Background: an optimization exercise with open tools, aiming at small area, a short achievable clock period and few clock cycles per item. Do not read the settings as production practice.
No run shown here included a check of the RTL's function; only the layout flow was run.

==> flow/design.v (outline; a module is shown in full before it is edited, if it fits) <==
// module isg_extract: 708 lines
// module isg_sched: 68 lines
// module csa_row: 640 lines
// module csa_mac: 368 lines
module isg_extract (
    input  wire        clk,
    input  wire        rst,         
    input  wire        cfg_we,
    input  wire [5:0]  cfg_addr,
    input  wire [5:0]  cfg_pos,
    input  wire [6:0]  npos,        
    input  wire [31:0] qstep,       
    input  wire        variant,     
    input  wire        in_valid,
    input  wire [7:0]  in_data,
    output wire        in_ready,
    output reg         done,
    output reg  [63:0] bits_out
);
  // ...
==> flow/run.sh <==
#!/bin/bash
# synth_recipe.tcl (not shown) runs the flow's synth.tcl, then flattens the netlist and writes it again
# the make line also repeats each setting of config.mk as NAME=value (left out here)
make -C /OpenROAD-flow-scripts/flow DESIGN_CONFIG=/design/flow/config.mk WORK_HOME=/design/flow/orfs CLKGATE_MAP_FILE= SYNTH_SCRIPT=/design/flow/synth_recipe.tcl finish
==> flow/config.mk <==
export PLATFORM = sky130hd
export DESIGN_NAME = isg_extract
export DESIGN_NICKNAME = isg_extract
export VERILOG_FILES = /design/flow/design.v
export SDC_FILE = /design/flow/constraint.sdc
export NUM_CORES = 4
export LEC_CHECK = 0
export ABC_AREA = 1
export CAP_MARGIN = 20
export CORE_MARGIN = 2
export CORE_UTILIZATION = 65
export PLACE_DENSITY = 0.75
export SLEW_MARGIN = 20
==> flow/constraint.sdc <==
create_clock -name core_clock -period 13.0 [get_ports {clk}]
set_input_delay 2.6000 -clock core_clock [delete_from_list [all_inputs] [get_ports {clk}]]
set_output_delay 2.6000 -clock core_clock [all_outputs]
set_load 0.01 [all_outputs]
==> results by group, run 1 <==
Status
  – Status: no timing/DRC/antenna violations

Clocking
  – Clock Tree Root: clkbuf_16

Placement
  – Detailed-placement wirelength estimate: 230,000 um
  – Routability Congestion: 1.02

Floorplanning
  – Die Y: slightly above 400 um

Setup path
  – CP arrival: ~6.2 ns
  – Crit path cell chain: buf_4 > inv_2 > nand2_1 > nand2_4 > inv_6 > ha_2 > inv_2 > buf_4 > nand2_1 > nand2_1 > inv_1 > ha_1 > nand2_1 > nor2_1 > nand3_2 > nor2_4 > inv_2 > o21ai_0 > a21oi_1
  – CP endpoint kind: register
  – Worst r2r dst: st_r0[24]
  – CP top delay family: buffers and inverters
  – Worst-path fanout max: 117
  – Most frequent cell on the critical path: nand2_1
  – Setup slack, reg-to-reg: 7.60 ns

Timing
  – Final WS setup: 7.60 ns
  – Fmax: about 190 MHz

Cells and area
  – Registers with the most flip-flops: ringv: 512 flops, pos_tab: 384 flops, accv: 308 flops
  – Biggest register: ringv
  – Fraction of area in multi-input gates: 0.406
  – Fraction of layout cells with a size suffix above 1: 0.0540

Synthesis
  – Post-Synthesis Cells: about 11,000
  – Syn avg cell area: ~10 um2

Route
  – Wire length on met1: 128,000 um
  – Avg WL per Cell: ~24 um
  – DR top layer: met4
==> module isg_extract, before the edit <==
module isg_extract (
    input  wire        clk,
    input  wire        rst,         
    input  wire        cfg_we,
    input  wire [5:0]  cfg_addr,
    input  wire [5:0]  cfg_pos,
    input  wire [6:0]  npos,        
    input  wire [31:0] qstep,       
    input  wire        variant,     
    input  wire        in_valid,
    input  wire [7:0]  in_data,
    output wire        in_ready,
    output reg         done,
    output reg  [63:0] bits_out
);
    reg        cfg_we_r;
    reg [5:0]  cfg_addr_r, cfg_pos_r;
    reg [31:0] qstep_r;
    reg        variant_r;
    reg [6:0]  npos_r;
    reg [5:0]  pos_tab [0:63];
    always @(posedge clk) begin
        cfg_we_r   <= cfg_we;
        cfg_addr_r <= cfg_addr;
        cfg_pos_r  <= cfg_pos;
        qstep_r    <= qstep;
        variant_r  <= variant;
        npos_r     <= npos;
        if (cfg_we_r)
            pos_tab[cfg_addr_r] <= cfg_pos_r;
    end
    wire [5:0] c;             
    wire [5:0] ld_cnt;        
    reg        in_ready_r;
    reg        smp_v;
    reg  [7:0] smp_r;         
    assign in_ready = in_ready_r;
    wire accept = in_valid & in_ready_r;
    always @(posedge clk) begin
        smp_r <= {~in_data[7], in_data[6:0]};
        smp_v <= accept & ~rst;
    end
    reg  [511:0] ringv;
    wire [7:0]   ring63 = ringv[511:504];
    wire [7:0]   tail_in = smp_v ? smp_r : ring63;
    always @(posedge clk)
        ringv <= {ringv[503:0], tail_in};
    wire signed [7:0] s0 = ringv[55:48];
    wire signed [7:0] s1 = ringv[47:40];
    wire signed [7:0] s2 = ringv[39:32];
    wire signed [7:0] s3 = ringv[31:24];
    wire signed [7:0] s4 = ringv[23:16];
    wire signed [7:0] s5 = ringv[15:8];
    wire signed [7:0] s6 = ringv[7:0];
    wire signed [7:0] s7 = tail_in;
    wire signed [8:0] e0 = s0 + s7, e1 = s1 + s6, e2 = s2 + s5, e3 = s3 + s4;
    wire signed [8:0] o0 = s0 - s7, o1 = s1 - s6, o2 = s2 - s5, o3 = s3 - s4;
    reg signed [8:0]  f_e0, f_e1, f_e2, f_e3;
    reg signed [8:0]  f_o0, f_o1, f_o2, f_o3;
    reg [2:0]         f_x;
    always @(posedge clk) begin
        if (c[2:0] == 3'd7) begin
            f_e0 <= e0; f_e1 <= e1; f_e2 <= e2; f_e3 <= e3;
            f_o0 <= o0; f_o1 <= o1; f_o2 <= o2; f_o3 <= o3;
            f_x  <= c[5:3];
        end
    end
    wire       rev_load, rev_stream, rev_recirc, rev_tag;
    wire [2:0] rev_k;
    wire       nrev_load, nrev_stream, nrev_recirc, nrev_tag;
    wire [2:0] nrev_k;
    wire       stream_ok, rev_ok;
    wire [3:0] pleft;
    wire [2:0] knext;
    wire       ld_tag;
    wire [1:0] blk_out;       
    wire       ir_cur;
    reg        idle_d;
    reg [2:0]  meta_k;
    reg        meta_tag;
    reg        dbusy;
    reg [4:0]  dcnt;
    wire       any_pend;
    wire       last_res;
    reg        fast;
    wire idle_all  = (ld_cnt == 6'd0) && (blk_out == 2'd0);
    wire [3:0] ptot = ({1'b0, npos_r} + 8'd7) >> 3;
    wire quiet      = !rev_stream && !rev_recirc && !any_pend && !dbusy;
    wire thr        = fast || quiet || idle_all;
    localparam integer SW = 39;
    reg  [SW-1:0] st_r0, st_r1;
    reg           sel_r;
    wire [SW-1:0] st_now = sel_r ? st_r1 : st_r0;
    assign {c, ld_cnt, ir_cur, ld_tag, pleft, knext,
            nrev_load, nrev_stream, nrev_recirc, nrev_tag, nrev_k,
            rev_load, rev_stream, rev_recirc, rev_tag, rev_k,
            stream_ok, rev_ok, blk_out} = st_now;
    wire [SW-1:0] st_a0, st_a1;
    wire blk_a1;
    isg_sched u_s0 (.acc(1'b0), .st(st_now), .smp_v(smp_v), .ptot(ptot), .thr(thr),
                    .idle_all(idle_all), .last_res(last_res), .nx(st_a0), .blk_now());
    isg_sched u_s1 (.acc(1'b1), .st(st_now), .smp_v(smp_v), .ptot(ptot), .thr(thr),
                    .idle_all(idle_all), .last_res(last_res), .nx(st_a1), .blk_now(blk_a1));
    wire [SW-1:0] st_rst = {6'd63, 6'd0, 1'b1, 1'b0, 4'd0, 3'd0,
                            1'b1, 1'b1, 1'b0, 1'b0, 3'd0,
                            1'b0, 1'b0, 1'b0, 1'b0, 3'd0,
                            1'b0, 1'b0, 2'd0};
    always @(posedge clk) begin
        if (rst) begin
            st_r0 <= st_rst; st_r1 <= st_rst; sel_r <= 1'b0; in_ready_r <= 1'b1;
        end else begin
            st_r0 <= st_a0; st_r1 <= st_a1; sel_r <= accept;
            in_ready_r <= accept ? st_a1[SW-13] : st_a0[SW-13];
        end
    end
    always @(posedge clk) begin
        if (c[2:0] == 3'd6) begin
            meta_k <= rev_k; meta_tag <= rev_tag;
        end
    end
    wire [2:0] rd_j = c[2:0] + 3'd1;
    reg  [5:0] posr;
    reg  [2:0] r_j, r_k;
    reg        r_tag;
    always @(posedge clk) begin
        posr  <= pos_tab[{meta_k, rd_j}];
        r_j   <= rd_j;
        r_k   <= meta_k;
        r_tag <= meta_tag;
    end
    wire [2:0] q_v = posr[2:0];
    wire signed [9:0]  a0 = f_e0 + f_e3, a1 = f_e1 + f_e2, b0 = f_e0 - f_e3, b1 = f_e1 - f_e2;
    wire signed [10:0] dcs = a0 + a1, d4s = a0 - a1;
    reg signed [10:0] rx0;
    reg signed [9:0]  rx1;
    reg signed [8:0]  rx2, rx3;
    always @* begin
        if (q_v[0]) begin
            rx0 = f_o0; rx1 = f_o1; rx2 = f_o2; rx3 = f_o3;
        end else begin
            rx2 = 9'sd0; rx3 = 9'sd0;
            case (q_v[2:1])
                2'd0: begin rx0 = dcs; rx1 = 10'sd0; end
                2'd2: begin rx0 = d4s; rx1 = 10'sd0; end
                default: begin rx0 = b0; rx1 = b1; end
            endcase
        end
    end
  reg [15:0] rk0;
  always @* begin
    case (q_v)
      3'd0: rk0 = 16'h5a82;
      3'd1: rk0 = 16'h7d8a;
      3'd2: rk0 = 16'h7642;
      3'd3: rk0 = 16'h6a6e;
      3'd4: rk0 = 16'h5a82;
      3'd5: rk0 = 16'h471d;
      3'd6: rk0 = 16'h30fc;
      3'd7: rk0 = 16'h18f9;
      default: rk0 = 16'h0000;
    endcase
  end
  reg [15:0] p_rk0;
  always @(posedge clk) p_rk0 <= rk0;
  reg [15:0] rk1;
  always @* begin
    case (q_v)
      3'd0: rk1 = 16'h0000;
      3'd1: rk1 = 16'h6a6e;
      3'd2: rk1 = 16'h30fc;
      3'd3: rk1 = 16'he707;
      3'd4: rk1 = 16'h0000;
      3'd5: rk1 = 16'h8276;
      3'd6: rk1 = 16'h89be;
      3'd7: rk1 = 16'hb8e3;
      default: rk1 = 16'h0000;
    endcase
  end
  reg [15:0] p_rk1;
  always @(posedge clk) p_rk1 <= rk1;
  reg [15:0] rk2;
  always @* begin
    case (q_v)
      3'd0: rk2 = 16'h0000;
      3'd1: rk2 = 16'h471d;
      3'd2: rk2 = 16'h0000;
      3'd3: rk2 = 16'h8276;
      3'd4: rk2 = 16'h0000;
      3'd5: rk2 = 16'h18f9;
      3'd6: rk2 = 16'h0000;
      3'd7: rk2 = 16'h6a6e;
      default: rk2 = 16'h0000;
    endcase
  end
  reg [15:0] p_rk2;
  always @(posedge clk) p_rk2 <= rk2;
  reg [15:0] rk3;
  always @* begin
    case (q_v)
      3'd0: rk3 = 16'h0000;
      3'd1: rk3 = 16'h18f9;
      3'd2: rk3 = 16'h0000;
      3'd3: rk3 = 16'hb8e3;
      3'd4: rk3 = 16'h0000;
      3'd5: rk3 = 16'h6a6e;
      3'd6: rk3 = 16'h0000;
      3'd7: rk3 = 16'h8276;
      default: rk3 = 16'h0000;
    endcase
  end
  reg [15:0] p_rk3;
  always @(posedge clk) p_rk3 <= rk3;
  wire [12:0] xe0 = {{1{rx0[10]}}, rx0, 1'b0};
  reg rd0_0_one, rd0_0_two, rd0_0_neg;
  always @(posedge clk) begin
    rd0_0_one <= xe0[1] ^ xe0[0];
    rd0_0_two <= (xe0[2] & ~xe0[1] & ~xe0[0]) | (~xe0[2] & xe0[1] & xe0[0]);
    rd0_0_neg <= xe0[2] & ~(xe0[1] & xe0[0]);
  end
  reg rd0_1_one, rd0_1_two, rd0_1_neg;
  always @(posedge clk) begin
    rd0_1_one <= xe0[3] ^ xe0[2];
    rd0_1_two <= (xe0[4] & ~xe0[3] & ~xe0[2]) | (~xe0[4] & xe0[3] & xe0[2]);
    rd0_1_neg <= xe0[4] & ~(xe0[3] & xe0[2]);
  end
  reg rd0_2_one, rd0_2_two, rd0_2_neg;
  always @(posedge clk) begin
    rd0_2_one <= xe0[5] ^ xe0[4];
    rd0_2_two <= (xe0[6] & ~xe0[5] & ~xe0[4]) | (~xe0[6] & xe0[5] & xe0[4]);
    rd0_2_neg <= xe0[6] & ~(xe0[5] & xe0[4]);
  end
  reg rd0_3_one, rd0_3_two, rd0_3_neg;
  always @(posedge clk) begin
    rd0_3_one <= xe0[7] ^ xe0[6];
    rd0_3_two <= (xe0[8] & ~xe0[7] & ~xe0[6]) | (~xe0[8] & xe0[7] & xe0[6]);
    rd0_3_neg <= xe0[8] & ~(xe0[7] & xe0[6]);
  end
  reg rd0_4_one, rd0_4_two, rd0_4_neg;
  always @(posedge clk) begin
    rd0_4_one <= xe0[9] ^ xe0[8];
    rd0_4_two <= (xe0[10] & ~xe0[9] & ~xe0[8]) | (~xe0[10] & xe0[9] & xe0[8]);
    rd0_4_neg <= xe0[10] & ~(xe0[9] & xe0[8]);
  end
  reg rd0_5_one, rd0_5_two, rd0_5_neg;
  always @(posedge clk) begin
    rd0_5_one <= xe0[11] ^ xe0[10];
    rd0_5_two <= (xe0[12] & ~xe0[11] & ~xe0[10]) | (~xe0[12] & xe0[11] & xe0[10]);
    rd0_5_neg <= xe0[12] & ~(xe0[11] & xe0[10]);
  end
  wire [10:0] xe1 = {{0{rx1[9]}}, rx1, 1'b0};
  reg rd1_0_one, rd1_0_two, rd1_0_neg;
  always @(posedge clk) begin
    rd1_0_one <= xe1[1] ^ xe1[0];
    rd1_0_two <= (xe1[2] & ~xe1[1] & ~xe1[0]) | (~xe1[2] & xe1[1] & xe1[0]);
    rd1_0_neg <= xe1[2] & ~(xe1[1] & xe1[0]);
  end
  reg rd1_1_one, rd1_1_two, rd1_1_neg;
  always @(posedge clk) begin
    rd1_1_one <= xe1[3] ^ xe1[2];
    rd1_1_two <= (xe1[4] & ~xe1[3] & ~xe1[2]) | (~xe1[4] & xe1[3] & xe1[2]);
    rd1_1_neg <= xe1[4] & ~(xe1[3] & xe1[2]);
  end
  reg rd1_2_one, rd1_2_two, rd1_2_neg;
  always @(posedge clk) begin
    rd1_2_one <= xe1[5] ^ xe1[4];
    rd1_2_two <= (xe1[6] & ~xe1[5] & ~xe1[4]) | (~xe1[6] & xe1[5] & xe1[4]);
    rd1_2_neg <= xe1[6] & ~(xe1[5] & xe1[4]);
  end
  reg rd1_3_one, rd1_3_two, rd1_3_neg;
  always @(posedge clk) begin
    rd1_3_one <= xe1[7] ^ xe1[6];
    rd1_3_two <= (xe1[8] & ~xe1[7] & ~xe1[6]) | (~xe1[8] & xe1[7] & xe1[6]);
    rd1_3_neg <= xe1[8] & ~(xe1[7] & xe1[6]);
  end
  reg rd1_4_one, rd1_4_two, rd1_4_neg;
  always @(posedge clk) begin
    rd1_4_one <= xe1[9] ^ xe1[8];
    rd1_4_two <= (xe1[10] & ~xe1[9] & ~xe1[8]) | (~xe1[10] & xe1[9] & xe1[8]);
    rd1_4_neg <= xe1[10] & ~(xe1[9] & xe1[8]);
  end
  wire [10:0] xe2 = {{1{rx2[8]}}, rx2, 1'b0};
  reg rd2_0_one, rd2_0_two, rd2_0_neg;
  always @(posedge clk) begin
    rd2_0_one <= xe2[1] ^ xe2[0];
    rd2_0_two <= (xe2[2] & ~xe2[1] & ~xe2[0]) | (~xe2[2] & xe2[1] & xe2[0]);
    rd2_0_neg <= xe2[2] & ~(xe2[1] & xe2[0]);
  end
  reg rd2_1_one, rd2_1_two, rd2_1_neg;
  always @(posedge clk) begin
    rd2_1_one <= xe2[3] ^ xe2[2];
    rd2_1_two <= (xe2[4] & ~xe2[3] & ~xe2[2]) | (~xe2[4] & xe2[3] & xe2[2]);
    rd2_1_neg <= xe2[4] & ~(xe2[3] & xe2[2]);
  end
  reg rd2_2_one, rd2_2_two, rd2_2_neg;
  always @(posedge clk) begin
    rd2_2_one <= xe2[5] ^ xe2[4];
    rd2_2_two <= (xe2[6] & ~xe2[5] & ~xe2[4]) | (~xe2[6] & xe2[5] & xe2[4]);
    rd2_2_neg <= xe2[6] & ~(xe2[5] & xe2[4]);
  end
  reg rd2_3_one, rd2_3_two, rd2_3_neg;
  always @(posedge clk) begin
    rd2_3_one <= xe2[7] ^ xe2[6];
    rd2_3_two <= (xe2[8] & ~xe2[7] & ~xe2[6]) | (~xe2[8] & xe2[7] & xe2[6]);
    rd2_3_neg <= xe2[8] & ~(xe2[7] & xe2[6]);
  end
  reg rd2_4_one, rd2_4_two, rd2_4_neg;
  always @(posedge clk) begin
    rd2_4_one <= xe2[9] ^ xe2[8];
    rd2_4_two <= (xe2[10] & ~xe2[9] & ~xe2[8]) | (~xe2[10] & xe2[9] & xe2[8]);
    rd2_4_neg <= xe2[10] & ~(xe2[9] & xe2[8]);
  end
  wire [10:0] xe3 = {{1{rx3[8]}}, rx3, 1'b0};
  reg rd3_0_one, rd3_0_two, rd3_0_neg;
  always @(posedge clk) begin
    rd3_0_one <= xe3[1] ^ xe3[0];
    rd3_0_two <= (xe3[2] & ~xe3[1] & ~xe3[0]) | (~xe3[2] & xe3[1] & xe3[0]);
    rd3_0_neg <= xe3[2] & ~(xe3[1] & xe3[0]);
  end
  reg rd3_1_one, rd3_1_two, rd3_1_neg;
  always @(posedge clk) begin
    rd3_1_one <= xe3[3] ^ xe3[2];
    rd3_1_two <= (xe3[4] & ~xe3[3] & ~xe3[2]) | (~xe3[4] & xe3[3] & xe3[2]);
    rd3_1_neg <= xe3[4] & ~(xe3[3] & xe3[2]);
  end
  reg rd3_2_one, rd3_2_two, rd3_2_neg;
  always @(posedge clk) begin
    rd3_2_one <= xe3[5] ^ xe3[4];
    rd3_2_two <= (xe3[6] & ~xe3[5] & ~xe3[4]) | (~xe3[6] & xe3[5] & xe3[4]);
    rd3_2_neg <= xe3[6] & ~(xe3[5] & xe3[4]);
  end
  reg rd3_3_one, rd3_3_two, rd3_3_neg;
  always @(posedge clk) begin
    rd3_3_one <= xe3[7] ^ xe3[6];
    rd3_3_two <= (xe3[8] & ~xe3[7] & ~xe3[6]) | (~xe3[8] & xe3[7] & xe3[6]);
    rd3_3_neg <= xe3[8] & ~(xe3[7] & xe3[6]);
  end
  reg rd3_4_one, rd3_4_two, rd3_4_neg;
  always @(posedge clk) begin
    rd3_4_one <= xe3[9] ^ xe3[8];
    rd3_4_two <= (xe3[10] & ~xe3[9] & ~xe3[8]) | (~xe3[10] & xe3[9] & xe3[8]);
    rd3_4_neg <= xe3[10] & ~(xe3[9] & xe3[8]);
  end
    reg [2:0]  a_u, a_v, a_x, a_j, a_k;
    reg        a_tag;
    always @(posedge clk) begin
        a_u <= posr[5:3]; a_v <= posr[2:0]; a_x <= f_x; a_j <= r_j; a_k <= r_k; a_tag <= r_tag;
    end
    wire signed [16:0] rd0_0_k = {p_rk0[15], p_rk0};
  wire [16:0] rd0_0_m = ({17{rd0_0_one}} & rd0_0_k) | ({17{rd0_0_two}} & {rd0_0_k[15:0], 1'b0});
  wire [16:0] rd0_0_t = rd0_0_m ^ {17{rd0_0_neg}};
  wire [16:0] rd0_0_u = {~rd0_0_t[16], rd0_0_t[15:0]};
  wire signed [16:0] rd0_1_k = {p_rk0[15], p_rk0};
  wire [16:0] rd0_1_m = ({17{rd0_1_one}} & rd0_1_k) | ({17{rd0_1_two}} & {rd0_1_k[15:0], 1'b0});
  wire [16:0] rd0_1_t = rd0_1_m ^ {17{rd0_1_neg}};
  wire [16:0] rd0_1_u = {~rd0_1_t[16], rd0_1_t[15:0]};
  wire signed [16:0] rd0_2_k = {p_rk0[15], p_rk0};
  wire [16:0] rd0_2_m = ({17{rd0_2_one}} & rd0_2_k) | ({17{rd0_2_two}} & {rd0_2_k[15:0], 1'b0});
  wire [16:0] rd0_2_t = rd0_2_m ^ {17{rd0_2_neg}};
  wire [16:0] rd0_2_u = {~rd0_2_t[16], rd0_2_t[15:0]};
  wire signed [16:0] rd0_3_k = {p_rk0[15], p_rk0};
  wire [16:0] rd0_3_m = ({17{rd0_3_one}} & rd0_3_k) | ({17{rd0_3_two}} & {rd0_3_k[15:0], 1'b0});
  wire [16:0] rd0_3_t = rd0_3_m ^ {17{rd0_3_neg}};
  wire [16:0] rd0_3_u = {~rd0_3_t[16], rd0_3_t[15:0]};
  wire signed [16:0] rd0_4_k = {p_rk0[15], p_rk0};
  wire [16:0] rd0_4_m = ({17{rd0_4_one}} & rd0_4_k) | ({17{rd0_4_two}} & {rd0_4_k[15:0], 1'b0});
  wire [16:0] rd0_4_t = rd0_4_m ^ {17{rd0_4_neg}};
  wire [16:0] rd0_4_u = {~rd0_4_t[16], rd0_4_t[15:0]};
  wire signed [16:0] rd0_5_k = {p_rk0[15], p_rk0};
  wire [16:0] rd0_5_m = ({17{rd0_5_one}} & rd0_5_k) | ({17{rd0_5_two}} & {rd0_5_k[15:0], 1'b0});
  wire [16:0] rd0_5_t = rd0_5_m ^ {17{rd0_5_neg}};
  wire [16:0] rd0_5_u = {~rd0_5_t[16], rd0_5_t[15:0]};
  wire [10:0] rng0 = {rd0_5_neg, 1'b0, rd0_4_neg, 1'b0, rd0_3_neg, 1'b0, rd0_2_neg, 1'b0, rd0_1_neg, 1'b0, rd0_0_neg};
  wire signed [16:0] rd1_0_k = {p_rk1[15], p_rk1};
  wire [16:0] rd1_0_m = ({17{rd1_0_one}} & rd1_0_k) | ({17{rd1_0_two}} & {rd1_0_k[15:0], 1'b0});
  wire [16:0] rd1_0_t = rd1_0_m ^ {17{rd1_0_neg}};
  wire [16:0] rd1_0_u = {~rd1_0_t[16], rd1_0_t[15:0]};
  wire signed [16:0] rd1_1_k = {p_rk1[15], p_rk1};
  wire [16:0] rd1_1_m = ({17{rd1_1_one}} & rd1_1_k) | ({17{rd1_1_two}} & {rd1_1_k[15:0], 1'b0});
  wire [16:0] rd1_1_t = rd1_1_m ^ {17{rd1_1_neg}};
  wire [16:0] rd1_1_u = {~rd1_1_t[16], rd1_1_t[15:0]};
  wire signed [16:0] rd1_2_k = {p_rk1[15], p_rk1};
  wire [16:0] rd1_2_m = ({17{rd1_2_one}} & rd1_2_k) | ({17{rd1_2_two}} & {rd1_2_k[15:0], 1'b0});
  wire [16:0] rd1_2_t = rd1_2_m ^ {17{rd1_2_neg}};
  wire [16:0] rd1_2_u = {~rd1_2_t[16], rd1_2_t[15:0]};
  wire signed [16:0] rd1_3_k = {p_rk1[15], p_rk1};
  wire [16:0] rd1_3_m = ({17{rd1_3_one}} & rd1_3_k) | ({17{rd1_3_two}} & {rd1_3_k[15:0], 1'b0});
  wire [16:0] rd1_3_t = rd1_3_m ^ {17{rd1_3_neg}};
  wire [16:0] rd1_3_u = {~rd1_3_t[16], rd1_3_t[15:0]};
  wire signed [16:0] rd1_4_k = {p_rk1[15], p_rk1};
  wire [16:0] rd1_4_m = ({17{rd1_4_one}} & rd1_4_k) | ({17{rd1_4_two}} & {rd1_4_k[15:0], 1'b0});
  wire [16:0] rd1_4_t = rd1_4_m ^ {17{rd1_4_neg}};
  wire [16:0] rd1_4_u = {~rd1_4_t[16], rd1_4_t[15:0]};
  wire [8:0] rng1 = {rd1_4_neg, 1'b0, rd1_3_neg, 1'b0, rd1_2_neg, 1'b0, rd1_1_neg, 1'b0, rd1_0_neg};
  wire signed [16:0] rd2_0_k = {p_rk2[15], p_rk2};
  wire [16:0] rd2_0_m = ({17{rd2_0_one}} & rd2_0_k) | ({17{rd2_0_two}} & {rd2_0_k[15:0], 1'b0});
  wire [16:0] rd2_0_t = rd2_0_m ^ {17{rd2_0_neg}};
  wire [16:0] rd2_0_u = {~rd2_0_t[16], rd2_0_t[15:0]};
  wire signed [16:0] rd2_1_k = {p_rk2[15], p_rk2};
  wire [16:0] rd2_1_m = ({17{rd2_1_one}} & rd2_1_k) | ({17{rd2_1_two}} & {rd2_1_k[15:0], 1'b0});
  wire [16:0] rd2_1_t = rd2_1_m ^ {17{rd2_1_neg}};
  wire [16:0] rd2_1_u = {~rd2_1_t[16], rd2_1_t[15:0]};
  wire signed [16:0] rd2_2_k = {p_rk2[15], p_rk2};
  wire [16:0] rd2_2_m = ({17{rd2_2_one}} & rd2_2_k) | ({17{rd2_2_two}} & {rd2_2_k[15:0], 1'b0});
  wire [16:0] rd2_2_t = rd2_2_m ^ {17{rd2_2_neg}};
  wire [16:0] rd2_2_u = {~rd2_2_t[16], rd2_2_t[15:0]};
  wire signed [16:0] rd2_3_k = {p_rk2[15], p_rk2};
  wire [16:0] rd2_3_m = ({17{rd2_3_one}} & rd2_3_k) | ({17{rd2_3_two}} & {rd2_3_k[15:0], 1'b0});
  wire [16:0] rd2_3_t = rd2_3_m ^ {17{rd2_3_neg}};
  wire [16:0] rd2_3_u = {~rd2_3_t[16], rd2_3_t[15:0]};
  wire signed [16:0] rd2_4_k = {p_rk2[15], p_rk2};
  wire [16:0] rd2_4_m = ({17{rd2_4_one}} & rd2_4_k) | ({17{rd2_4_two}} & {rd2_4_k[15:0], 1'b0});
  wire [16:0] rd2_4_t = rd2_4_m ^ {17{rd2_4_neg}};
  wire [16:0] rd2_4_u = {~rd2_4_t[16], rd2_4_t[15:0]};
  wire [8:0] rng2 = {rd2_4_neg, 1'b0, rd2_3_neg, 1'b0, rd2_2_neg, 1'b0, rd2_1_neg, 1'b0, rd2_0_neg};
  wire signed [16:0] rd3_0_k = {p_rk3[15], p_rk3};
  wire [16:0] rd3_0_m = ({17{rd3_0_one}} & rd3_0_k) | ({17{rd3_0_two}} & {rd3_0_k[15:0], 1'b0});
  wire [16:0] rd3_0_t = rd3_0_m ^ {17{rd3_0_neg}};
  wire [16:0] rd3_0_u = {~rd3_0_t[16], rd3_0_t[15:0]};
  wire signed [16:0] rd3_1_k = {p_rk3[15], p_rk3};
  wire [16:0] rd3_1_m = ({17{rd3_1_one}} & rd3_1_k) | ({17{rd3_1_two}} & {rd3_1_k[15:0], 1'b0});
  wire [16:0] rd3_1_t = rd3_1_m ^ {17{rd3_1_neg}};
  wire [16:0] rd3_1_u = {~rd3_1_t[16], rd3_1_t[15:0]};
  wire signed [16:0] rd3_2_k = {p_rk3[15], p_rk3};
  wire [16:0] rd3_2_m = ({17{rd3_2_one}} & rd3_2_k) | ({17{rd3_2_two}} & {rd3_2_k[15:0], 1'b0});
  wire [16:0] rd3_2_t = rd3_2_m ^ {17{rd3_2_neg}};
  wire [16:0] rd3_2_u = {~rd3_2_t[16], rd3_2_t[15:0]};
  wire signed [16:0] rd3_3_k = {p_rk3[15], p_rk3};
  wire [16:0] rd3_3_m = ({17{rd3_3_one}} & rd3_3_k) | ({17{rd3_3_two}} & {rd3_3_k[15:0], 1'b0});
  wire [16:0] rd3_3_t = rd3_3_m ^ {17{rd3_3_neg}};
  wire [16:0] rd3_3_u = {~rd3_3_t[16], rd3_3_t[15:0]};
  wire signed [16:0] rd3_4_k = {p_rk3[15], p_rk3};
  wire [16:0] rd3_4_m = ({17{rd3_4_one}} & rd3_4_k) | ({17{rd3_4_two}} & {rd3_4_k[15:0], 1'b0});
  wire [16:0] rd3_4_t = rd3_4_m ^ {17{rd3_4_neg}};
  wire [16:0] rd3_4_u = {~rd3_4_t[16], rd3_4_t[15:0]};
  wire [8:0] rng3 = {rd3_4_neg, 1'b0, rd3_3_neg, 1'b0, rd3_2_neg, 1'b0, rd3_1_neg, 1'b0, rd3_0_neg};
  wire [25:0] ra_0, ra_1, ra_2, ra_3;
  csa_row u_csa_row (.rd0_0_u(rd0_0_u), .rd0_1_u(rd0_1_u), .rd0_2_u(rd0_2_u), .rd0_3_u(rd0_3_u), .rd0_4_u(rd0_4_u), .rd0_5_u(rd0_5_u), .rng0(rng0), .rd1_0_u(rd1_0_u), .rd1_1_u(rd1_1_u), .rd1_2_u(rd1_2_u), .rd1_3_u(rd1_3_u), .rd1_4_u(rd1_4_u), .rng1(rng1), .rd2_0_u(rd2_0_u), .rd2_1_u(rd2_1_u), .rd2_2_u(rd2_2_u), .rd2_3_u(rd2_3_u), .rd2_4_u(rd2_4_u), .rng2(rng2), .rd3_0_u(rd3_0_u), .rd3_1_u(rd3_1_u), .rd3_2_u(rd3_2_u), .rd3_3_u(rd3_3_u), .rd3_4_u(rd3_4_u), .rng3(rng3), .o0(ra_0), .o1(ra_1), .o2(ra_2), .o3(ra_3));
    reg [25:0] sa_0, sa_1, sa_2, sa_3;
    reg [2:0]  a2_u, a2_v, a2_x, a2_j, a2_k;
    reg        a2_tag;
    always @(posedge clk) begin
        sa_0 <= ra_0; sa_1 <= ra_1; sa_2 <= ra_2; sa_3 <= ra_3;
        a2_u <= a_u; a2_v <= a_v; a2_x <= a_x; a2_j <= a_j; a2_k <= a_k; a2_tag <= a_tag;
    end
    reg signed [25:0] b_r;
    reg [2:0]  b_u, b_v, b_x, b_j, b_k;
    reg        b_tag;
    always @(posedge clk) begin
        b_r <= sa_0 + sa_1 + sa_2 + sa_3;
        b_u <= a2_u; b_v <= a2_v; b_x <= a2_x; b_j <= a2_j; b_k <= a2_k; b_tag <= a2_tag;
    end
    reg [15:0] mk;
  always @* begin
    case ({b_u, b_x})
      6'o00: mk = 16'h5a82;
      6'o01: mk = 16'h5a82;
      6'o02: mk = 16'h5a82;
      6'o03: mk = 16'h5a82;
      6'o04: mk = 16'h5a82;
      6'o05: mk = 16'h5a82;
      6'o06: mk = 16'h5a82;
      6'o07: mk = 16'h5a82;
      6'o10: mk = 16'h7d8a;
      6'o11: mk = 16'h6a6e;
      6'o12: mk = 16'h471d;
      6'o13: mk = 16'h18f9;
      6'o14: mk = 16'he707;
      6'o15: mk = 16'hb8e3;
      6'o16: mk = 16'h9592;
      6'o17: mk = 16'h8276;
      6'o20: mk = 16'h7642;
      6'o21: mk = 16'h30fc;
      6'o22: mk = 16'hcf04;
      6'o23: mk = 16'h89be;
      6'o24: mk = 16'h89be;
      6'o25: mk = 16'hcf04;
      6'o26: mk = 16'h30fc;
      6'o27: mk = 16'h7642;
      6'o30: mk = 16'h6a6e;
      6'o31: mk = 16'he707;
      6'o32: mk = 16'h8276;
      6'o33: mk = 16'hb8e3;
      6'o34: mk = 16'h471d;
      6'o35: mk = 16'h7d8a;
      6'o36: mk = 16'h18f9;
      6'o37: mk = 16'h9592;
      6'o40: mk = 16'h5a82;
      6'o41: mk = 16'ha57e;
      6'o42: mk = 16'ha57e;
      6'o43: mk = 16'h5a82;
      6'o44: mk = 16'h5a82;
      6'o45: mk = 16'ha57e;
      6'o46: mk = 16'ha57e;
      6'o47: mk = 16'h5a82;
      6'o50: mk = 16'h471d;
      6'o51: mk = 16'h8276;
      6'o52: mk = 16'h18f9;
      6'o53: mk = 16'h6a6e;
      6'o54: mk = 16'h9592;
      6'o55: mk = 16'he707;
      6'o56: mk = 16'h7d8a;
      6'o57: mk = 16'hb8e3;
      6'o60: mk = 16'h30fc;
      6'o61: mk = 16'h89be;
      6'o62: mk = 16'h7642;
      6'o63: mk = 16'hcf04;
      6'o64: mk = 16'hcf04;
      6'o65: mk = 16'h7642;
      6'o66: mk = 16'h89be;
      6'o67: mk = 16'h30fc;
      6'o70: mk = 16'h18f9;
      6'o71: mk = 16'hb8e3;
      6'o72: mk = 16'h6a6e;
      6'o73: mk = 16'h8276;
      6'o74: mk = 16'h7d8a;
      6'o75: mk = 16'h9592;
      6'o76: mk = 16'h471d;
      6'o77: mk = 16'he707;
      default: mk = 16'h0000;
    endcase
  end
  wire signed [26:0] mb_x = b_r;
  wire mb_0_one = mk[0] ^ 1'b0;
  wire mb_0_two = (mk[1] & ~mk[0] & ~1'b0) | (~mk[1] & mk[0] & 1'b0);
  wire mb_0_neg = mk[1] & ~(mk[0] & 1'b0);
  wire [26:0] mb_0_m = ({27{mb_0_one}} & mb_x) | ({27{mb_0_two}} & {mb_x[25:0], 1'b0});
  wire [26:0] mb_0_t = mb_0_m ^ {27{mb_0_neg}};
  wire [26:0] mb_0_u = {~mb_0_t[26], mb_0_t[25:0]};
  wire mb_1_one = mk[2] ^ mk[1];
  wire mb_1_two = (mk[3] & ~mk[2] & ~mk[1]) | (~mk[3] & mk[2] & mk[1]);
  wire mb_1_neg = mk[3] & ~(mk[2] & mk[1]);
  wire [26:0] mb_1_m = ({27{mb_1_one}} & mb_x) | ({27{mb_1_two}} & {mb_x[25:0], 1'b0});
  wire [26:0] mb_1_t = mb_1_m ^ {27{mb_1_neg}};
  wire [26:0] mb_1_u = {~mb_1_t[26], mb_1_t[25:0]};
  wire mb_2_one = mk[4] ^ mk[3];
  wire mb_2_two = (mk[5] & ~mk[4] & ~mk[3]) | (~mk[5] & mk[4] & mk[3]);
  wire mb_2_neg = mk[5] & ~(mk[4] & mk[3]);
  wire [26:0] mb_2_m = ({27{mb_2_one}} & mb_x) | ({27{mb_2_two}} & {mb_x[25:0], 1'b0});
  wire [26:0] mb_2_t = mb_2_m ^ {27{mb_2_neg}};
  wire [26:0] mb_2_u = {~mb_2_t[26], mb_2_t[25:0]};
  wire mb_3_one = mk[6] ^ mk[5];
  wire mb_3_two = (mk[7] & ~mk[6] & ~mk[5]) | (~mk[7] & mk[6] & mk[5]);
  wire mb_3_neg = mk[7] & ~(mk[6] & mk[5]);
  wire [26:0] mb_3_m = ({27{mb_3_one}} & mb_x) | ({27{mb_3_two}} & {mb_x[25:0], 1'b0});
  wire [26:0] mb_3_t = mb_3_m ^ {27{mb_3_neg}};
  wire [26:0] mb_3_u = {~mb_3_t[26], mb_3_t[25:0]};
  wire mb_4_one = mk[8] ^ mk[7];
  wire mb_4_two = (mk[9] & ~mk[8] & ~mk[7]) | (~mk[9] & mk[8] & mk[7]);
  wire mb_4_neg = mk[9] & ~(mk[8] & mk[7]);
  wire [26:0] mb_4_m = ({27{mb_4_one}} & mb_x) | ({27{mb_4_two}} & {mb_x[25:0], 1'b0});
  wire [26:0] mb_4_t = mb_4_m ^ {27{mb_4_neg}};
  wire [26:0] mb_4_u = {~mb_4_t[26], mb_4_t[25:0]};
  wire mb_5_one = mk[10] ^ mk[9];
  wire mb_5_two = (mk[11] & ~mk[10] & ~mk[9]) | (~mk[11] & mk[10] & mk[9]);
  wire mb_5_neg = mk[11] & ~(mk[10] & mk[9]);
  wire [26:0] mb_5_m = ({27{mb_5_one}} & mb_x) | ({27{mb_5_two}} & {mb_x[25:0], 1'b0});
  wire [26:0] mb_5_t = mb_5_m ^ {27{mb_5_neg}};
  wire [26:0] mb_5_u = {~mb_5_t[26], mb_5_t[25:0]};
  wire mb_6_one = mk[12] ^ mk[11];
  wire mb_6_two = (mk[13] & ~mk[12] & ~mk[11]) | (~mk[13] & mk[12] & mk[11]);
  wire mb_6_neg = mk[13] & ~(mk[12] & mk[11]);
  wire [26:0] mb_6_m = ({27{mb_6_one}} & mb_x) | ({27{mb_6_two}} & {mb_x[25:0], 1'b0});
  wire [26:0] mb_6_t = mb_6_m ^ {27{mb_6_neg}};
  wire [26:0] mb_6_u = {~mb_6_t[26], mb_6_t[25:0]};
  wire mb_7_one = mk[14] ^ mk[13];
  wire mb_7_two = (mk[15] & ~mk[14] & ~mk[13]) | (~mk[15] & mk[14] & mk[13]);
  wire mb_7_neg = mk[15] & ~(mk[14] & mk[13]);
  wire [26:0] mb_7_m = ({27{mb_7_one}} & mb_x) | ({27{mb_7_two}} & {mb_x[25:0], 1'b0});
  wire [26:0] mb_7_t = mb_7_m ^ {27{mb_7_neg}};
  wire [26:0] mb_7_u = {~mb_7_t[26], mb_7_t[25:0]};
  wire [14:0] mb_ng = {mb_7_neg, 1'b0, mb_6_neg, 1'b0, mb_5_neg, 1'b0, mb_4_neg, 1'b0, mb_3_neg, 1'b0, mb_2_neg, 1'b0, mb_1_neg, 1'b0, mb_0_neg};
  wire [43:0] mc_s, mc_c;
  csa_mac u_csa_mac (.mb_0_u(mb_0_u), .mb_1_u(mb_1_u), .mb_2_u(mb_2_u), .mb_3_u(mb_3_u), .mb_4_u(mb_4_u), .mb_5_u(mb_5_u), .mb_6_u(mb_6_u), .mb_7_u(mb_7_u), .mb_ng(mb_ng), .s(mc_s), .c(mc_c));
    reg [43:0] m_s, m_c;
    reg [2:0]  m_x, m_j, m_k;
    reg        m_tag, m_dc, m_first;
    always @(posedge clk) begin
        m_s <= mc_s; m_c <= mc_c;
        m_x <= b_x; m_j <= b_j; m_k <= b_k; m_tag <= b_tag;
        m_dc <= (b_x == 3'd0) && (b_u == 3'd0) && (b_v == 3'd0);
        m_first <= (b_x == 3'd0);
    end
    reg  [307:0] accv;
    wire [43:0]  acc_head = accv[307:264];
    wire [43:0]  c_accin = (acc_head & {44{~m_first}}) | (44'd4397866188800 & {44{m_dc}});
    wire [43:0]  cs_x = c_accin ^ m_s ^ m_c;
    wire [43:0]  cs_y = {(c_accin[42:0] & m_s[42:0]) | (c_accin[42:0] & m_c[42:0]) | (m_s[42:0] & m_c[42:0]), 1'b0};
    wire [22:0]  zl_w = {1'b0, cs_x[21:0]} + {1'b0, cs_y[21:0]};
    reg  [21:0]  n_zl, n_xh, n_yh;
    reg          n_cy;
    reg  [2:0]   n_x, n_j, n_k;
    reg          n_tag;
    always @(posedge clk) begin
        n_zl <= zl_w[21:0]; n_cy <= zl_w[22];
        n_xh <= cs_x[43:22]; n_yh <= cs_y[43:22];
        n_x <= m_x; n_j <= m_j; n_k <= m_k; n_tag <= m_tag;
    end
    wire [43:0] z_new = {n_xh + n_yh + {21'd0, n_cy}, n_zl};
    always @(posedge clk)
        accv <= {accv[263:0], z_new};
    reg        h_v;
    reg [43:0] h_z;
    reg [5:0]  h_p;
    reg        h_tag;
    wire [6:0] c_p = {1'b0, n_k, n_j};
    always @(posedge clk) begin
        h_z   <= z_new;
        h_p   <= c_p[5:0];
        h_tag <= n_tag;
        h_v   <= ~rst & rev_ok & (n_x == 3'd7) & (c_p < npos_r);
    end
    wire [27:0] h_c = h_z[43:16] + {27'd0, h_z[15]};
    reg  [287:0] resv;
    wire [35:0]  res_head = resv[287:252];
    wire         head_pend = res_head[35];
    wire         head_tag  = res_head[34];
    wire [5:0]   head_p    = res_head[33:28];
    wire [27:0]  head_c    = res_head[27:0];
    reg          out_tag;
    wire         d_free = !dbusy || (dcnt == 5'd0);
    wire         take = d_free && head_pend && (head_tag == out_tag) && !rst;
    wire [35:0]  res_in = h_v ? {1'b1, h_tag, h_p, h_c}
                              : {head_pend & ~take & ~rst, res_head[34:0]};
    integer ri;
    reg [7:0] pend_bits;
    always @* begin
        for (ri = 0; ri < 8; ri = ri + 1)
            pend_bits[ri] = resv[36*ri + 35];
    end
    assign any_pend = |pend_bits;
    always @(posedge clk) begin
        if (rst)
            resv <= {resv[251:0], 36'd0} & ~{8{36'h800000000}};
        else
            resv <= {resv[251:0], res_in};
    end
    reg [31:0] qn;
    reg [4:0]  s_norm;
    always @(posedge clk) begin
        idle_d <= idle_all;
        if (idle_all || idle_d) begin
            qn <= qstep_r; s_norm <= 5'd0;
        end else if (qn[31:30] == 2'b00 && qn != 32'd0) begin
            qn <= {qn[29:0], 2'b00}; s_norm <= s_norm + 5'd2;
        end
        fast <= variant_r || ((qn[31:30] != 2'b00 || qn == 32'd0) && s_norm <= 5'd12);
    end
    reg [34:0] dv3;
    reg [3:0]  dsteps;
    always @(posedge clk) begin
        dv3 <= {qn, 1'b0} + {qn, 2'b00};
        dsteps <= s_norm[4:1];
    end
    reg [33:0] drem;
    reg        dneg, dq, dpbit;
    reg [5:0]  dp;
    wire [33:0] n_c2  = {{5{head_c[27]}}, head_c, 1'b0};
    wire [33:0] n_val = n_c2 + {2'b00, qstep_r};
    wire [33:0] n_neg = ~n_c2 + ~{2'b00, qstep_r} + 34'd2;
    wire [33:0] n_abs = n_val[33] ? n_neg : n_val;
    wire [36:0] r4  = {1'b0, drem, 2'b00};
    wire [36:0] t1  = r4 - {4'b0000, qn, 1'b0};
    wire [36:0] t2  = r4 - {3'b000, qn, 2'b00};
    wire [36:0] t3  = r4 - {2'b00, dv3};
    wire ge1 = ~t1[36], ge2 = ~t2[36], ge3 = ~t3[36];
    wire [33:0] rnext = ge3 ? t3[33:0] : ge2 ? t2[33:0] : ge1 ? t1[33:0] : r4[33:0];
    wire        qodd  = ge3 | (ge1 & ~ge2);
    wire        wr  = dbusy && (dcnt == 5'd0);
    wire        res_bit = variant_r ? dpbit : (dq ^ (dneg & (drem != 34'd0)));
    reg [6:0] res_cnt;
    assign last_res = wr && ({res_cnt + 7'd1} == npos_r);
    always @(posedge clk) begin
        if (rst) begin
            dbusy <= 1'b0; dcnt <= 5'd0;
        end else if (take) begin
            dbusy <= 1'b1;
            drem  <= n_abs;
            dneg  <= n_val[33];
            dq    <= 1'b0;
            dpbit <= head_c[16] ^ head_c[15];
            dp    <= head_p;
            dcnt  <= variant_r ? 5'd0 : {1'b0, dsteps};
        end else if (wr) begin
            dbusy <= 1'b0;
        end else if (dbusy) begin
            drem <= rnext; dq <= qodd; dcnt <= dcnt - 5'd1;
        end
    end
    integer bi;
    always @(posedge clk) begin
        if (rst) begin
            done <= 1'b0; res_cnt <= 7'd0; out_tag <= 1'b0;
        end else begin
            done <= last_res;
            if (last_res) begin
                res_cnt <= 7'd0; out_tag <= ~out_tag;
            end else if (wr) begin
                res_cnt <= res_cnt + 7'd1;
            end
        end
        for (bi = 0; bi < 64; bi = bi + 1) begin
            if (wr && dp == bi[5:0])
                bits_out[bi] <= res_bit;
            else if (idle_all)
                bits_out[bi] <= 1'b0;
        end
    end
endmodule
==> inputs of run 2 (changes only) <==
--- a/flow/design.v
+++ b/flow/design.v
@@ -29,13 +29,14 @@
         if (cfg_we_r)
             pos_tab[cfg_addr_r] <= cfg_pos_r;
     end
-    wire [5:0] c;             
-    wire [5:0] ld_cnt;        
+    reg  [5:0] c;             
+    reg  [5:0] ld_cnt;        
     reg        in_ready_r;
     reg        smp_v;
     reg  [7:0] smp_r;         
     assign in_ready = in_ready_r;
-    wire accept = in_valid & in_ready_r;
+    wire ir_cur;               
+    wire accept = in_valid & ir_cur;
     always @(posedge clk) begin
         smp_r <= {~in_data[7], in_data[6:0]};
         smp_v <= accept & ~rst;
@@ -74,7 +75,6 @@
     wire [2:0] knext;
     wire       ld_tag;
     wire [1:0] blk_out;       
-    wire       ir_cur;
     reg        idle_d;
     reg [2:0]  meta_k;
     reg        meta_tag;
@@ -88,13 +88,14 @@
     wire quiet      = !rev_stream && !rev_recirc && !any_pend && !dbusy;
     wire thr        = fast || quiet || idle_all;
     localparam integer SW = 39;
-    reg  [SW-1:0] st_r0, st_r1;
-    reg           sel_r;
-    wire [SW-1:0] st_now = sel_r ? st_r1 : st_r0;
-    assign {c, ld_cnt, ir_cur, ld_tag, pleft, knext,
+    reg  [SW-13:0] st_r0, st_r1;
+    reg            sel_r;
+    wire [SW-13:0] st_rest = sel_r ? st_r1 : st_r0;
+    assign {ir_cur, ld_tag, pleft, knext,
             nrev_load, nrev_stream, nrev_recirc, nrev_tag, nrev_k,
             rev_load, rev_stream, rev_recirc, rev_tag, rev_k,
-            stream_ok, rev_ok, blk_out} = st_now;
+            stream_ok, rev_ok, blk_out} = st_rest;
+    wire [SW-1:0] st_now = {c, ld_cnt, st_rest};
     wire [SW-1:0] st_a0, st_a1;
     wire blk_a1;
     isg_sched u_s0 (.acc(1'b0), .st(st_now), .smp_v(smp_v), .ptot(ptot), .thr(thr),
@@ -107,10 +108,11 @@
                             1'b0, 1'b0, 2'd0};
     always @(posedge clk) begin
         if (rst) begin
-            st_r0 <= st_rst; st_r1 <= st_rst; sel_r <= 1'b0; in_ready_r <= 1'b1;
+            st_r0 <= st_rst[SW-13:0]; st_r1 <= st_rst[SW-13:0]; sel_r <= 1'b0;
+            in_ready_r <= 1'b1; c <= 6'd63; ld_cnt <= 6'd0;
         end else begin
-            st_r0 <= st_a0; st_r1 <= st_a1; sel_r <= accept;
-            in_ready_r <= accept ? st_a1[SW-13] : st_a0[SW-13];
+            st_r0 <= st_a0[SW-13:0]; st_r1 <= st_a1[SW-13:0]; sel_r <= accept;
+            {c, ld_cnt, in_ready_r} <= accept ? st_a1[SW-1:SW-13] : st_a0[SW-1:SW-13];
         end
     end
     always @(posedge clk) begin
@@ -668,6 +670,7 @@
     wire        wr  = dbusy && (dcnt == 5'd0);
     wire        res_bit = variant_r ? dpbit : (dq ^ (dneg & (drem != 34'd0)));
     reg [6:0] res_cnt;
+    reg       done_pre;
     assign last_res = wr && ({res_cnt + 7'd1} == npos_r);
     always @(posedge clk) begin
         if (rst) begin
@@ -689,9 +692,10 @@
     integer bi;
     always @(posedge clk) begin
         if (rst) begin
-            done <= 1'b0; res_cnt <= 7'd0; out_tag <= 1'b0;
+            done <= 1'b0; done_pre <= 1'b0; res_cnt <= 7'd0; out_tag <= 1'b0;
         end else begin
-            done <= last_res;
+            done_pre <= last_res;
+            done <= done_pre;
             if (last_res) begin
                 res_cnt <= 7'd0; out_tag <= ~out_tag;
             end else if (wr) begin
@@ -701,7 +705,7 @@
         for (bi = 0; bi < 64; bi = bi + 1) begin
             if (wr && dp == bi[5:0])
                 bits_out[bi] <= res_bit;
-            else if (idle_all)
+            else if (idle_all && !done_pre)
                 bits_out[bi] <= 1'b0;
         end
     end
--- a/flow/config.mk
+++ b/flow/config.mk
@@ -8,6 +8,6 @@
 export ABC_AREA = 1
 export CAP_MARGIN = 20
 export CORE_MARGIN = 2
-export CORE_UTILIZATION = 65
-export PLACE_DENSITY = 0.75
+export CORE_UTILIZATION = 55
+export PLACE_DENSITY = 0.7
 export SLEW_MARGIN = 20
==> results by group, run 2 <==
Job
  – Maxcap violations: 0 (unchanged)

Setup path
  – WP buf/inv: 2 (was 7)
  – CP arrival: 5.98 ns (was 6.21 ns)
  – Worst setup SP type: register (unchanged)
  – Worst-path fanout max: 21 (was 117)
  – Crit path cell chain: ha_1 > nor2_1 > clkinv_1 > xor2_1 > fa_1 > fa_1 > fa_1 > inv_1 > fa_1 (was buf_4 > inv_2 > nand2_1 > nand2_4 > inv_6 > ha_2 > inv_2 > buf_4 > nand2_1 > nand2_1 > inv_1 > ha_1 > nand2_1 > nor2_1 > nand3_2 > nor2_4 > inv_2 > o21ai_0 > a21oi_1)
  – CP endpoint kind: register (unchanged)
  – CP top delay family: adder cells (was buffers and inverters)
  – Worst path slowest cell: clkinv_1 (was buf_4)
  – Worst path required time: 13.73 ns (was 13.81 ns)
  – Critical Setup Path Class: reg2reg (unchanged)
  – Most frequent cell on the critical path: fa_1 (was nand2_1)
  – Slowest cell delay on critical path: 1.22 ns (was 0.77 ns)

Synthesis
  – Mapped Nets: 12,000 (was 12,400)
  – Synth Cell Area: 108,000 um2 (was 110,000 um2)
  – Post-synth ARST share: 0 (unchanged)
  – YS warnings: 2 (unchanged)
  – Synth area leader: dfxtp_1 (unchanged)
  – Main flop type after synthesis: dfxtp_1 (unchanged)
  – Distinct cells, synth: 69 (was 72)
  – Post-synth top cells: dfxtp_1, inv_1, nand2_1 (was dfxtp_1, nand2_1, inv_1)
  – Yosys top cell area share: 0.328 (was 0.325)
  – Top-count cell post-synth: dfxtp_1 (unchanged)
  – Seq/Total Area, Yosys: 0.493 (was 0.488)
  – Synth Register Bits: 2,375 (was 2,384)
  – Post-Synthesis Cells: 10,900 (was 11,200)
  – Number of flops mapped to enable cells by yosys: 598 (unchanged)
  – Synth top area cells: dfxtp_1, edfxtp_1, fa_1, ha_1, xor2_1 (unchanged)
  – Syn avg cell area: 9.96 um2 (was 9.82 um2)

Clocking
  – Clock net sink count: 2,375 (was 2,384)
  – H-tree levels: 4 (unchanged)
  – CTS Hold Bufs: 0 (unchanged)
  – Resize count post-CTS: 0 (unchanged)
  – Reg clk slew, reported paths: 0.06 ns (was 0.07 ns)
  – Skew-Pair Late Insertion Delay: 0.92 ns (was 0.89 ns)
  – Setup Buffers After CTS: 0 (unchanged)
  – CTS Buf Count: 227 (was 218)
  – Clock Tree Root: clkbuf_16 (unchanged)
  – CTS tree: yes (unchanged)
  – Worst-case clock buffer depth: 3 (unchanged)

Placement
  – Detailed-placement wirelength estimate: 223,000 um (was 230,000 um)
  – DP Worst Slack: 8.10 ns (was 7.42 ns)
  – Routability Congestion: 1.02 (about the same)
  – Port-buffer cells: 129 (unchanged)

Timing
  – RSZ-0062 raised after global routing: no (unchanged)
  – Final WS setup: 7.75 ns (was 7.60 ns)
  – Clock skew: 0.122 ns (was 0.0544 ns)
  – Final Setup Violations: 0 (unchanged)
  – TNS Setup: 0 ns (unchanged)
  – Final Critical Period: 5.25 ns (was 5.40 ns)
  – Fmax: 190 MHz (was 185 MHz)
  – Worst Tran Pin Value: 1.15 ns (about the same)
  – Final Hold Vio Count: 0 (unchanged)
  – Max-slew violations: 0 (unchanged)
  – Final period util: 0.404 (was 0.416)
  – Slew HR: 0.234 (was 0.221)

GRT
  – GRT Overall Usage: 0.295 (was 0.373)
  – Global-route wire length before repair: 452,000 um (was 493,000 um)
  – Vias in the first global route: 75,900 (was 82,000)
  – Grt ovf: 0 (unchanged)
  – Initial antenna violation count: 7 (was 3)
  – Largest net degree at the start of global routing: 110 (was 118)

Route
  – Post-route DRC: 0 (unchanged)
  – Vias: 77,100 (was 82,100)
  – First drt pass iteration count: 6 (was 9)
  – Post-Route WL: 299,000 um (was 328,000 um)
  – Vias per cell: 5.58 (was 6.01)
  – Avg WL per Cell: 21.6 um (was 24.0 um)
  – 1st-iter DRT viols: 6,922 (was 9,810)
  – Antenna-violating nets left: 0 (unchanged)

Floorplanning
  – Die X: 448 um (was 416 um)
  – Num ports: 130 (unchanged)
  – Row Count: 163 (was 151)
  – Die ar.: 201,000 um2 (was 173,000 um2)
  – Starting Density: 0.552 (was 0.652)
  – Die Y: 448 um (was 416 um)
  – Core Area: 197,000 um2 (was 169,000 um2)

Cells and area
  – Most frequent cells in the layout: dfxtp_1, inv_1, nand2_1, nor2_1, xor2_1 (was dfxtp_1, nand2_1, inv_1, nor2_1, xor2_1)
  – Registers with the most flip-flops: ringv: 512 flops, pos_tab: 384 flops, accv: 308 flops (unchanged)
  – Max FFs per register: 512 (unchanged)
  – Fin util: 0.612 (was 0.717)
  – Layout fillers: 16,300 (was 11,700)
  – P&R area growth vs syn: 10.9% (was 10.0%)
  – Most common cell after layout, fill and taps aside: dfxtp_1 (unchanged)
  – Fraction of layout cells with a size suffix above 1: 0.0506 (was 0.0540)
  – Biggest register: ringv (unchanged)
  – Post-layout net count: 12,100 (was 12,400)

Status
  – Status: no timing/DRC/antenna violations (unchanged)

Hold path
  – Worst Hold Class: reg2reg (unchanged)
## run 2: cell count changes in the layout (fill, tap and decap cells not counted), sizes merged, moves of 24 or more
cell / change
nor2: +72
inv: -98
nand4: -25
o22ai: +57
o32ai: +24
o211ai: -39
nand2: -236
nand3: -79
o221ai: -49
o21ai: +25
## run 2: through the flow
| step | cells | area [um2] | hold WS, ns |
|---|---|---|---|
| floorplan | 10900 | 108000 | 0.310 |
| global placement | 13400 | 112000 | 0.310 |
| detailed placement | 13400 | 112000 | 0.312 |
| CTS | 13800 | 120000 | 0.208 |
| global route | 13800 | 120000 | 0.208 |
| finish | 13800 | 120000 | 0.214 |
## run 2: cell families after synthesis
kind of cell | after synthesis | synth area share
compound gates | 2053 | 0.108
xor+xnor | 886 | 0.0717
fa+ha+maj | 1081 | 0.161
buf+inv | 1802 | 0.0630
flops | 2375 | 0.493
mux | 8 | 0.000784
simple gates | 2692 | 0.102
## run 2: metal layers
metal,global-route usage,vias up,wire length (um)
li1,-,36000,-
met1,0.395,37400,126000
met2,0.472,3084,137000
met3,0.0470,614,21400
met4,0.130,8,14200
met5,0,-,46
## run 2: final timing paths
check              from         end  slack (ns)  cells after the start
max               mk[9]     m_c[17]        7.75                      9
min          ringv[168]  ringv[176]        0.21                      0
min reg2reg  ringv[168]  ringv[176]        0.21                      0
max reg2reg       mk[9]     m_c[17]        7.75                      9
## run 2: cell type report
cell class / count / area [um2] / area share
Clock buffer: 309 / 6530 / 0.0543
Antenna cell: 1 / 2.50 / 0.0000208
Timing Repair Buffer: 202 / 1880 / 0.0156
Tap cell: 2640 / 3300 / 0.0274
Clock inverter: 119 / 1460 / 0.0122
Sequential cell: 2375 / 53500 / 0.445
Inverter: 1437 / 5400 / 0.0449
Multi-Input combinational cell: 6720 / 48200 / 0.401
## run 2: worst register-to-register path, stage by stage, from the launching register on
cell      delay, ns
dfxtp_1        0.34
ha_1           0.21
nor2_1         0.84
clkinv_1       1.22
xor2_1         0.61
fa_1           0.49
fa_1           0.43
fa_1           0.51
inv_1          0.05
fa_1           0.44
==> inputs of run 3 (changes only) <==
--- a/flow/design.v
+++ b/flow/design.v
@@ -60,7 +60,7 @@
     reg signed [8:0]  f_o0, f_o1, f_o2, f_o3;
     reg [2:0]         f_x;
     always @(posedge clk) begin
-        if (c[2:0] == 3'd7) begin
+        if (fen) begin
             f_e0 <= e0; f_e1 <= e1; f_e2 <= e2; f_e3 <= e3;
             f_o0 <= o0; f_o1 <= o1; f_o2 <= o2; f_o3 <= o3;
             f_x  <= c[5:3];
@@ -106,6 +106,14 @@
                             1'b1, 1'b1, 1'b0, 1'b0, 3'd0,
                             1'b0, 1'b0, 1'b0, 1'b0, 3'd0,
                             1'b0, 1'b0, 2'd0};
+    wire [5:0] c_nx = rst ? 6'd63 : (accept ? st_a1[SW-1:SW-6] : st_a0[SW-1:SW-6]);
+    reg        fen, men;
+    reg  [2:0] jr;
+    always @(posedge clk) begin
+        fen <= (c_nx[2:0] == 3'd7);
+        men <= (c_nx[2:0] == 3'd6);
+        jr  <= c_nx[2:0] + 3'd1;
+    end
     always @(posedge clk) begin
         if (rst) begin
             st_r0 <= st_rst[SW-13:0]; st_r1 <= st_rst[SW-13:0]; sel_r <= 1'b0;
@@ -116,11 +124,11 @@
         end
     end
     always @(posedge clk) begin
-        if (c[2:0] == 3'd6) begin
+        if (men) begin
             meta_k <= rev_k; meta_tag <= rev_tag;
         end
     end
-    wire [2:0] rd_j = c[2:0] + 3'd1;
+    wire [2:0] rd_j = jr;
     reg  [5:0] posr;
     reg  [2:0] r_j, r_k;
     reg        r_tag;
==> results by group, run 3 <==
Timing
  – Max-slew violations: 0 (unchanged)
  – Final Setup Violations: 0 (unchanged)
  – Clock skew: 0.0832 ns (was 0.122 ns)
  – Final Critical Period: 4.84 ns (was 5.25 ns)
  – Final Hold Vio Count: 0 (unchanged)
  – Final period util: 0.373 (was 0.404)
  – RSZ-0062 raised after global routing: no (unchanged)
  – TNS Setup: 0 ns (unchanged)
  – Worst Tran Pin Value: 1.11 ns (was 1.15 ns)
  – Fmax: 206 MHz (was 190 MHz)
  – Slew HR: 0.252 (was 0.234)

Setup path
  – CP arrival: 5.58 ns (was 5.98 ns)
  – Critical Path Source: p_rk3[3] (was mk[9])
  – Worst r2r dst: sa_3[8] (was m_c[17])
  – Most frequent cell on the critical path: fa_1 (unchanged)
  – Slowest cell delay on critical path: 0.69 ns (was 1.22 ns)
  – Critical Setup Path Class: reg2reg (unchanged)
  – Worst path required time: 13.74 ns (was 13.73 ns)
  – FF-to-FF path depth: 11 (was 9)
  – Worst setup SP type: register (unchanged)
  – Worst path slowest cell: clkinv_1 (unchanged)
  – CP endpoint kind: register (unchanged)
  – Setup slack, reg-to-reg: 8.16 ns (was 7.75 ns)
  – Worst-path fanout max: 19 (was 21)
  – Crit path cell chain: buf_4 > clkinv_1 > o22ai_1 > xor2_1 > fa_1 > inv_1 > fa_1 > fa_1 > inv_1 > fa_1 > fa_1 (was ha_1 > nor2_1 > clkinv_1 > xor2_1 > fa_1 > fa_1 > fa_1 > inv_1 > fa_1)
  – Reg2reg start: p_rk3[3] (was mk[9])

Hold path
  – Worst Hold Class: reg2reg (unchanged)
  – Worst hold start: accv[198] (was ringv[168])
  – Hold EP: accv[242] (was ringv[176])
  – Hold path depth: 0 (unchanged)

GRT
  – Vias in the first global route: 76,400 (was 75,900)
  – Global-route wire length before repair: 445,000 um (was 452,000 um)
  – Grt ovf: 0 (unchanged)
  – GRT Overall Usage: 0.281 (was 0.295)
  – Largest net degree at the start of global routing: 193 (was 110)
  – Initial antenna violation count: 4 (was 7)

Route
  – Vias per cell: 5.57 (was 5.58)
  – First drt pass iteration count: 9 (was 6)
  – Antenna-violating nets left: 0 (unchanged)
  – Vias: 77,600 (was 77,100)
  – 1st-iter DRT viols: 7,602 (was 6,922)
  – Avg WL per Cell: 20.8 um (was 21.6 um)
  – Post-Route WL: 289,000 um (was 299,000 um)
  – Post-route DRC: 0 (unchanged)

Synthesis
  – Top-count cell post-synth: dfxtp_1 (unchanged)
  – Post-synth ARST share: 0 (unchanged)
  – Mapped Nets: 12,200 (was 12,000)
  – Seq/Total Area, Yosys: 0.492 (was 0.493)
  – Synth Register Bits: 2,380 (was 2,375)
  – Post-Synthesis Cells: 11,000 (was 10,900)
  – YS warnings: 2 (unchanged)
  – Distinct cells, synth: 76 (was 69)
  – Synth area leader: dfxtp_1 (unchanged)
  – Syn avg cell area: 9.90 um2 (was 9.96 um2)
  – Yosys top cell area share: 0.327 (was 0.328)
  – Main flop type after synthesis: dfxtp_1 (unchanged)
  – Post-synth top cells: dfxtp_1, inv_1, nand2_1 (unchanged)
  – Synth top area cells: dfxtp_1, edfxtp_1, fa_1, ha_1, xor2_1 (unchanged)
  – Number of flops mapped to enable cells by yosys: 598 (unchanged)
  – Synth Cell Area: 109,000 um2 (was 108,000 um2)

Cells and area
  – Max FFs per register: 512 (unchanged)
  – P&R area growth vs syn: 11.0% (was 10.9%)
  – Fraction of layout cells with a size suffix above 1: 0.0558 (was 0.0506)
  – Registers with the most flip-flops: ringv: 512 flops, pos_tab: 384 flops, accv: 308 flops (unchanged)
  – Most common cell after layout, fill and taps aside: dfxtp_1 (unchanged)
  – Biggest register: ringv (unchanged)
  – Most frequent cells in the layout: dfxtp_1, inv_1, nand2_1, nor2_1, xor2_1 (unchanged)
  – Post-layout net count: 12,200 (was 12,100)
  – Layout fillers: 16,200 (was 16,300)

Placement
  – Detailed-placement wirelength estimate: 211,000 um (was 223,000 um)
  – Port-buffer cells: 129 (unchanged)
  – Routability Congestion: 0.994 (was 1.02)

Clocking
  – H-tree levels: 4 (unchanged)
  – Setup Buffers After CTS: 0 (unchanged)
  – Resize count post-CTS: 0 (unchanged)
  – Clock Tree Root: clkbuf_16 (unchanged)
  – CTS tree: yes (unchanged)
  – Worst-case clock buffer depth: 3 (unchanged)
  – Reg clk slew, reported paths: 0.07 ns (was 0.06 ns)
  – CTS Hold Bufs: 0 (unchanged)
  – Skew-Pair Late Insertion Delay: 0.91 ns (was 0.92 ns)
  – Clock net sink count: 2,380 (was 2,375)
  – CTS Buf Count: 227 (unchanged)

Floorplanning
  – Row Count: 163 (unchanged)
  – Num ports: 130 (unchanged)
  – Die X: 449 um (was 448 um)
  – Die Y: 449 um (was 448 um)
  – Die ar.: 202,000 um2 (was 201,000 um2)
  – Starting Density: 0.553 (was 0.552)
  – Core Area: 197,000 um2 (about the same)

Status
  – Status: no timing/DRC/antenna violations (unchanged)

Job
  – Maxcap violations: 0 (unchanged)
run 3: through the flow:
| step | hold WS [ns] | std cells | worst slack (ns) | cell area (um2) | util |
|---|---|---|---|---|---|
| after floorplan | 0.310 | 11000 | 7.74 | 109000 | - |
| after global placement | 0.310 | 13500 | 7.63 | 113000 | 0.572 |
| after detailed placement | 0.312 | 13500 | 7.67 | 113000 | 0.572 |
| after CTS | 0.250 | 13900 | 8.26 | 121000 | 0.614 |
| after global routing | 0.264 | 13900 | 8.03 | 121000 | 0.614 |
| final | 0.248 | 13900 | 8.16 | 121000 | 0.614 |
run 3: kinds of logic (layout without fill, tap and decap cells):
family / count (synthesis) / in the layout / synth area share
simple gates: 2790 / 2790 / 0.107
flops: 2380 / 2380 / 0.492
compound gates: 2025 / 2025 / 0.107
buf+inv: 1866 / 2138 / 0.0649
fa+ha+maj: 1082 / 1082 / 0.160
xor+xnor: 865 / 865 / 0.0696
mux: 10 / 10 / 0.000986
other cells: 0 / 3 / 0
run 3: how the worst max path moves through the flow:
| stage | end | slack (ns) | depth (start not counted) |
|---|---|---|---|
| after floorplan | dq | 7.74 | 6 |
| after global placement | drem[2] | 7.63 | 9 |
| after detailed placement | drem[2] | 7.67 | 9 |
| after CTS | sa_3[8] | 8.26 | 11 |
| after global routing | sa_3[8] | 8.03 | 11 |
| final | sa_3[8] | 8.16 | 11 |
run 3: area by class of cell:
| class | count | area [um2] | share of cell area |
|---|---|---|---|
| inverters | 1508 | 5670 | 0.0468 |
| multi-input cells | 6772 | 48500 | 0.400 |
| diodes | 3 | 7.51 | 0.0000620 |
| repair buffers | 200 | 1860 | 0.0153 |
| clock buffers | 301 | 6590 | 0.0544 |
| flip-flops and latches | 2380 | 53600 | 0.443 |
| well taps | 2640 | 3300 | 0.0273 |
| clock inverters | 129 | 1600 | 0.0132 |
run 3: worst max-delay path: cells and delay by family, from the launching register on:
family,cells,cell delay [ns]
adder cells (fa/ha/maj),5,2.71
XOR/XNOR,1,0.14
AO/OA/AOI/OAI,1,0.46
buffers and inverters,4,1.09
flip-flops,1,0.31
run 3: metal layers:
| metal | global-route usage | share of wire | vias to the layer above |
|---|---|---|---|
| li1 | - | - | 36300 |
| met1 | 0.388 | 0.43 | 37600 |
| met2 | 0.446 | 0.46 | 3188 |
| met3 | 0.0411 | 0.072 | 620 |
| met4 | 0.115 | 0.044 | 2 |
| met5 | 0 | 0.000041 | - |

afterwards: timing with drivers on the ports:
The results above use ideal ports. As a check the final layouts listed here were re-extracted and re-timed, cells and wires unchanged.
Step 1 assumes that a clkbuf_16 drives the clock port and a buf_2 every other input.
Step 2 also shifts input and output timing later by t, the mid clock arrival at the registers, as if the neighbouring blocks saw the same clock.
a / b / c = ideal ports / drivers / drivers and shift; a / b = the first two.
run | shift t [ns] | slack for setup (ns) | hold WS [ns] | worst data-port slew with drivers (ns)
run 1 | 0.956 | 7.597 / 7.597 / 7.597 | 0.292 / 0.292 / 0.292 | 0.19
run 2 | 0.944 | 7.749 / 7.749 / 7.749 | 0.214 / 0.214 / 0.214 | 0.23
run 3 | 0.952 | 8.156 / 8.156 / 7.604 | 0.248 / 0.248 / 0.248 | 0.06
After both steps every run listed still meets setup and hold. For run 3, which loses most, drivers alone change the setup slack by 0.000 ns; drivers and shift together by -0.552 ns.
